Background: an optimization exercise with open tools, aiming at small area. Do not read the settings as production practice.
At most, simulation tests tie the RTL to the original design; equivalence was not proved.
Power is estimated from default activity; no workload was simulated.

// crc_frame_validator
module crc_frame_validator (
    input  wire        clk,
    input  wire        rst,         
    input  wire [7:0]  my_addr,     
    input  wire        reg_valid,   
    input  wire [7:0]  reg_id,
    input  wire [1:0]  reg_sel,
    input  wire        start,       
    input  wire        rx_valid,    
    input  wire [7:0]  rx_data,
    input  wire        rx_timeout,  
    output wire        tx_valid,
    output wire [7:0]  tx_data,
    input  wire        tx_ready,
    input  wire        cs_valid,    
    input  wire [31:0] cs_enc,
    input  wire        cs_limit,
    output wire [2:0]  ctl_state,
    output wire [1:0]  boot_err,
    output wire        outcome,
    output wire        rx_res_valid,
    output wire [1:0]  rx_result,
    output wire [47:0] rx_frame,
    output wire [31:0] goal
);
    localparam [2:0] C_REGISTERING = 3'd0, C_WAITING = 3'd1, C_DISPATCHING = 3'd2,
                     C_REPLYING = 3'd3, C_HALTED = 3'd4;
  ...
==> module crc_frame_validator, before the edit <==
module crc_frame_validator (
    input  wire        clk,
    input  wire        rst,         
    input  wire [7:0]  my_addr,     
    input  wire        reg_valid,   
    input  wire [7:0]  reg_id,
    input  wire [1:0]  reg_sel,
    input  wire        start,       
    input  wire        rx_valid,    
    input  wire [7:0]  rx_data,
    input  wire        rx_timeout,  
    output wire        tx_valid,
    output wire [7:0]  tx_data,
    input  wire        tx_ready,
    input  wire        cs_valid,    
    input  wire [31:0] cs_enc,
    input  wire        cs_limit,
    output wire [2:0]  ctl_state,
    output wire [1:0]  boot_err,
    output wire        outcome,
    output wire        rx_res_valid,
    output wire [1:0]  rx_result,
    output wire [47:0] rx_frame,
    output wire [31:0] goal
);
    localparam [2:0] C_REGISTERING = 3'd0, C_WAITING = 3'd1, C_DISPATCHING = 3'd2,
                     C_REPLYING = 3'd3, C_HALTED = 3'd4;
    localparam [1:0] E_NONE = 2'd0, E_DUPLICATE = 2'd1, E_MISSING_SAFE = 2'd2;
    localparam [1:0] H_SPIN = 2'd0, H_READ = 2'd1, H_ESTOP = 2'd2, H_PART = 2'd3;
    localparam       O_OK = 1'b0, O_UNKNOWN = 1'b1;
    reg  [2:0]  ctl;
    reg  [1:0]  boot_err_q;
    reg         last_outcome;
    reg  [31:0] board_goal;
    reg  [31:0] board_pos;
    reg         pos_set;       
    reg  [1:0]  d_state;
    reg  [2:0]  d_cnt;
    reg  [47:0] d_buf;
    reg  [7:0]  d_x;
    reg         d_res_valid;
    reg  [1:0]  d_result;
    wire waiting     = (ctl == C_WAITING);
    wire dispatching = (ctl == C_DISPATCHING);
    wire replying    = (ctl == C_REPLYING);
    wire registering = (ctl == C_REGISTERING);
    assign ctl_state    = ctl;
    assign boot_err     = boot_err_q;
    assign outcome      = last_outcome;
    assign goal         = board_goal;
    assign rx_res_valid = d_res_valid;
    assign rx_result    = d_result;
    assign rx_frame     = d_buf;
    assign tx_valid     = replying;
    wire [1:0] rx_state_n, rx_res_n;
    wire [7:0] take_val;
    wire       rx_begin, rx_take, rx_xor, rx_res_valid_n, frame_ok;
    cfv_rx_decoder u_rx (
        .byte_valid  (waiting && rx_valid),
        .byte_in     (rx_data),
        .timeout     (waiting && rx_timeout),
        .state       (d_state),
        .cnt         (d_cnt),
        .x_zero      (d_x == 8'd0),
        .state_n     (rx_state_n),
        .begin_f     (rx_begin),
        .take        (rx_take),
        .xor_en      (rx_xor),
        .take_val    (take_val),
        .res_valid_n (rx_res_valid_n),
        .res_n       (rx_res_n),
        .frame_ok    (frame_ok)
    );
    wire accept = frame_ok && (d_buf[47:40] == my_addr);
    wire tx_esc, tx_body, tx_last;
    cfv_tx_encoder u_tx (
        .state     (d_state),
        .cnt       (d_cnt),
        .top       (d_buf[47:40]),
        .x         (d_x),
        .data      (tx_data),
        .send_esc  (tx_esc),
        .send_body (tx_body),
        .last      (tx_last)
    );
    wire tx_step = replying && tx_ready;
    wire       rd_bound, estop_bound;
    wire [1:0] rd_sel;
    wire       dt_wr = registering && reg_valid && !rd_bound;
    cfv_dispatch_table u_dt (
        .clk         (clk),
        .rst         (rst),
        .wr_en       (dt_wr),
        .addr        (ctl[1] ? d_buf[39:32] : reg_id),
        .wr_sel      (reg_sel),
        .rd_bound    (rd_bound),
        .rd_sel      (rd_sel),
        .estop_bound (estop_bound)
    );
    wire [7:0]  req_cmd     = d_buf[39:32];
    wire [31:0] req_payload = d_buf[31:0];
    wire        h_spin  = rd_bound && rd_sel == H_SPIN;
    wire        h_read  = rd_bound && rd_sel == H_READ;
    wire        h_estop = rd_bound && rd_sel == H_ESTOP;
    wire        h_part  = rd_bound && rd_sel == H_PART;
    wire        cmd10   = (req_cmd == 8'd10);
    reg [31:0] resp;       
    always @* begin
        if (h_read && pos_set)
            resp = board_pos;
        else if (h_part && cmd10)
            resp = req_payload + 32'd1;
        else if (h_part)
            resp = 32'd77;
        else
            resp = 32'd0;
    end
    wire resp_outcome = !rd_bound || (h_part && !cmd10);
    wire shift    = (rx_take) || (tx_step && tx_body);
    wire cnt_inc  = rx_xor || (tx_step && !tx_esc && !tx_last);
    wire loop_cs  = cs_valid && (waiting || dispatching || replying);
    always @(posedge clk) begin
        if (shift)
            d_buf <= {d_buf[39:0], take_val};
        else if (dispatching && !h_spin)
            d_buf[31:0] <= resp;
        if (rx_begin)
            d_cnt <= 3'd0;
        else if (cnt_inc)
            d_cnt <= d_cnt + 3'd1;
        if (rx_begin)
            d_x <= 8'd0;
        else if (rx_xor || (tx_step && tx_body))
            d_x <= d_x ^ (replying ? d_buf[47:40] : take_val);
        d_result <= rx_res_n;
        if (loop_cs)
            board_pos <= cs_enc;
        if (rst) begin
            ctl          <= C_REGISTERING;
            boot_err_q   <= E_NONE;
            last_outcome <= O_OK;
            board_goal   <= 32'd0;
            pos_set      <= 1'b0;
            d_state      <= 2'd0;
            d_res_valid  <= 1'b0;
        end else begin
            d_res_valid <= rx_res_valid_n;
            if (waiting)
                d_state <= rx_state_n;
            else if (tx_step)
                d_state <= tx_esc ? 2'd2 : (d_cnt == 3'd6) ? 2'd3 : 2'd0;
            case (ctl)
                C_REGISTERING: begin
                    if (reg_valid) begin
                        if (rd_bound) begin
                            ctl        <= C_HALTED;
                            boot_err_q <= E_DUPLICATE;
                        end
                    end else if (start) begin
                        if (estop_bound) begin
                            ctl <= C_WAITING;
                        end else begin
                            ctl        <= C_HALTED;
                            boot_err_q <= E_MISSING_SAFE;
                        end
                    end
                end
                C_WAITING: begin
                    if (accept)
                        ctl <= C_DISPATCHING;
                end
                C_DISPATCHING: begin
                    last_outcome <= resp_outcome;
                    ctl          <= C_REPLYING;
                end
                C_REPLYING: begin
                    if (tx_ready && tx_last)
                        ctl <= C_WAITING;
                end
                default: ;  
            endcase
            if (loop_cs && cs_limit)
                board_goal <= 32'd0;
            else if (dispatching && h_spin)
                board_goal <= req_payload;
            else if (dispatching && h_estop)
                board_goal <= 32'd0;
            if (loop_cs)
                pos_set <= 1'b1;
        end
    end
endmodule
Settings: LEC_CHECK=0, CAP_MARGIN=0, CORE_MARGIN=2, CORE_UTILIZATION=60, CTS_BUF_LIST=sky130_fd_sc_hd__clkbuf_8, CTS_CLUSTER_SIZE=40, PLACE_DENSITY=0.75, SLEW_MARGIN=0; clock period 12.0 ns.
run.sh (not shown) runs the stock make flow with config.mk's settings and CLKGATE_MAP_FILE= SYNTH_SCRIPT=/design/flow/synth_recipe.tcl, a recipe that flattens the netlist after the stock synthesis.
The first run went through all stages and came out clean.
Change:
--- a/flow/design.v
+++ b/flow/design.v
@@ -293,8 +293,9 @@
     reg         last_outcome;
     reg  [31:0] board_goal;
     reg  [31:0] board_pos;
     reg         pos_set;       
+    reg         inc_f;         
     reg  [1:0]  d_state;
     reg  [2:0]  d_cnt;
     reg  [47:0] d_buf;
     reg  [7:0]  d_x;
@@ -331,13 +332,19 @@
         .res_n       (rx_res_n),
         .frame_ok    (frame_ok)
     );
     wire accept = frame_ok && (d_buf[47:40] == my_addr);
+    wire tx_payload = (d_cnt >= 3'd2) && (d_cnt <= 3'd5);
+    wire tx_carry   = inc_f && tx_payload &&
+                      (d_cnt >= 3'd5 || d_buf[39:32] == 8'hFF) &&
+                      (d_cnt >= 3'd4 || d_buf[31:24] == 8'hFF) &&
+                      (d_cnt >= 3'd3 || d_buf[23:16] == 8'hFF);
+    wire [7:0] tx_top = d_buf[47:40] + {7'd0, tx_carry};
     wire tx_esc, tx_body, tx_last;
     cfv_tx_encoder u_tx (
         .state     (d_state),
         .cnt       (d_cnt),
-        .top       (d_buf[47:40]),
+        .top       (tx_top),
         .x         (d_x),
         .data      (tx_data),
         .send_esc  (tx_esc),
         .send_body (tx_body),
@@ -363,14 +370,13 @@
     wire        h_read  = rd_bound && rd_sel == H_READ;
     wire        h_estop = rd_bound && rd_sel == H_ESTOP;
     wire        h_part  = rd_bound && rd_sel == H_PART;
     wire        cmd10   = (req_cmd == 8'd10);
+    wire       keep_payload = h_spin || (h_part && cmd10);
     reg [31:0] resp;       
     always @* begin
         if (h_read && pos_set)
             resp = board_pos;
-        else if (h_part && cmd10)
-            resp = req_payload + 32'd1;
         else if (h_part)
             resp = 32'd77;
         else
             resp = 32'd0;
@@ -381,21 +387,23 @@
     wire loop_cs  = cs_valid && (waiting || dispatching || replying);
     always @(posedge clk) begin
         if (shift)
             d_buf <= {d_buf[39:0], take_val};
-        else if (dispatching && !h_spin)
+        else if (dispatching && !keep_payload)
             d_buf[31:0] <= resp;
         if (rx_begin)
             d_cnt <= 3'd0;
         else if (cnt_inc)
             d_cnt <= d_cnt + 3'd1;
         if (rx_begin)
             d_x <= 8'd0;
         else if (rx_xor || (tx_step && tx_body))
-            d_x <= d_x ^ (replying ? d_buf[47:40] : take_val);
+            d_x <= d_x ^ (replying ? tx_top : take_val);
         d_result <= rx_res_n;
         if (loop_cs)
             board_pos <= cs_enc;
+        if (dispatching)
+            inc_f <= h_part && cmd10;
         if (rst) begin
             ctl          <= C_REGISTERING;
             boot_err_q   <= E_NONE;
             last_outcome <= O_OK;
Now the flow produced a layout that fails on max-capacitance violations.
Total power rises by 0.42%.
Register-to-register slack degrades by 0.62 ns.
Cell area decreases by 3.3%.
Core utilization rises by 0.62 points.
Via count shrinks by 6.2%.
Maximum frequency drops by 3.7%.
Non-clock buffer count falls by 6.
Count of clock-buffer cells in the layout came out higher by 2.
Function not checked in the first run of this note: the RTL went through the layout flow alone.

## port drivers added, routing unchanged
The results above use ideal ports. As a check the final layouts listed here were re-extracted and re-timed, cells and wires unchanged.
Step 1: set_driving_cell puts a clkbuf_16 on clk and a buf_2 on each other input, an assumption about the parent block.
Step 2, shift: input delay + t, output delay - t, t = (earliest + latest rising clock arrival at the registers) / 2. This alone moves slack from input paths to output paths.
a / b / c = ideal / step 1 / step 2; a / b = the first two.
run	shift t [ns]	setup slack, ns	slew at the worst register clock pin (ns)
the first run	0.799	2.902 / 2.930 / 2.130	0.07 / 0.07
the second run	0.782	2.550 / 2.572 / 1.791	0.07 / 0.07
For the first run, which loses most, drivers alone change the setup slack by +0.028 ns; drivers and shift together by -0.772 ns.
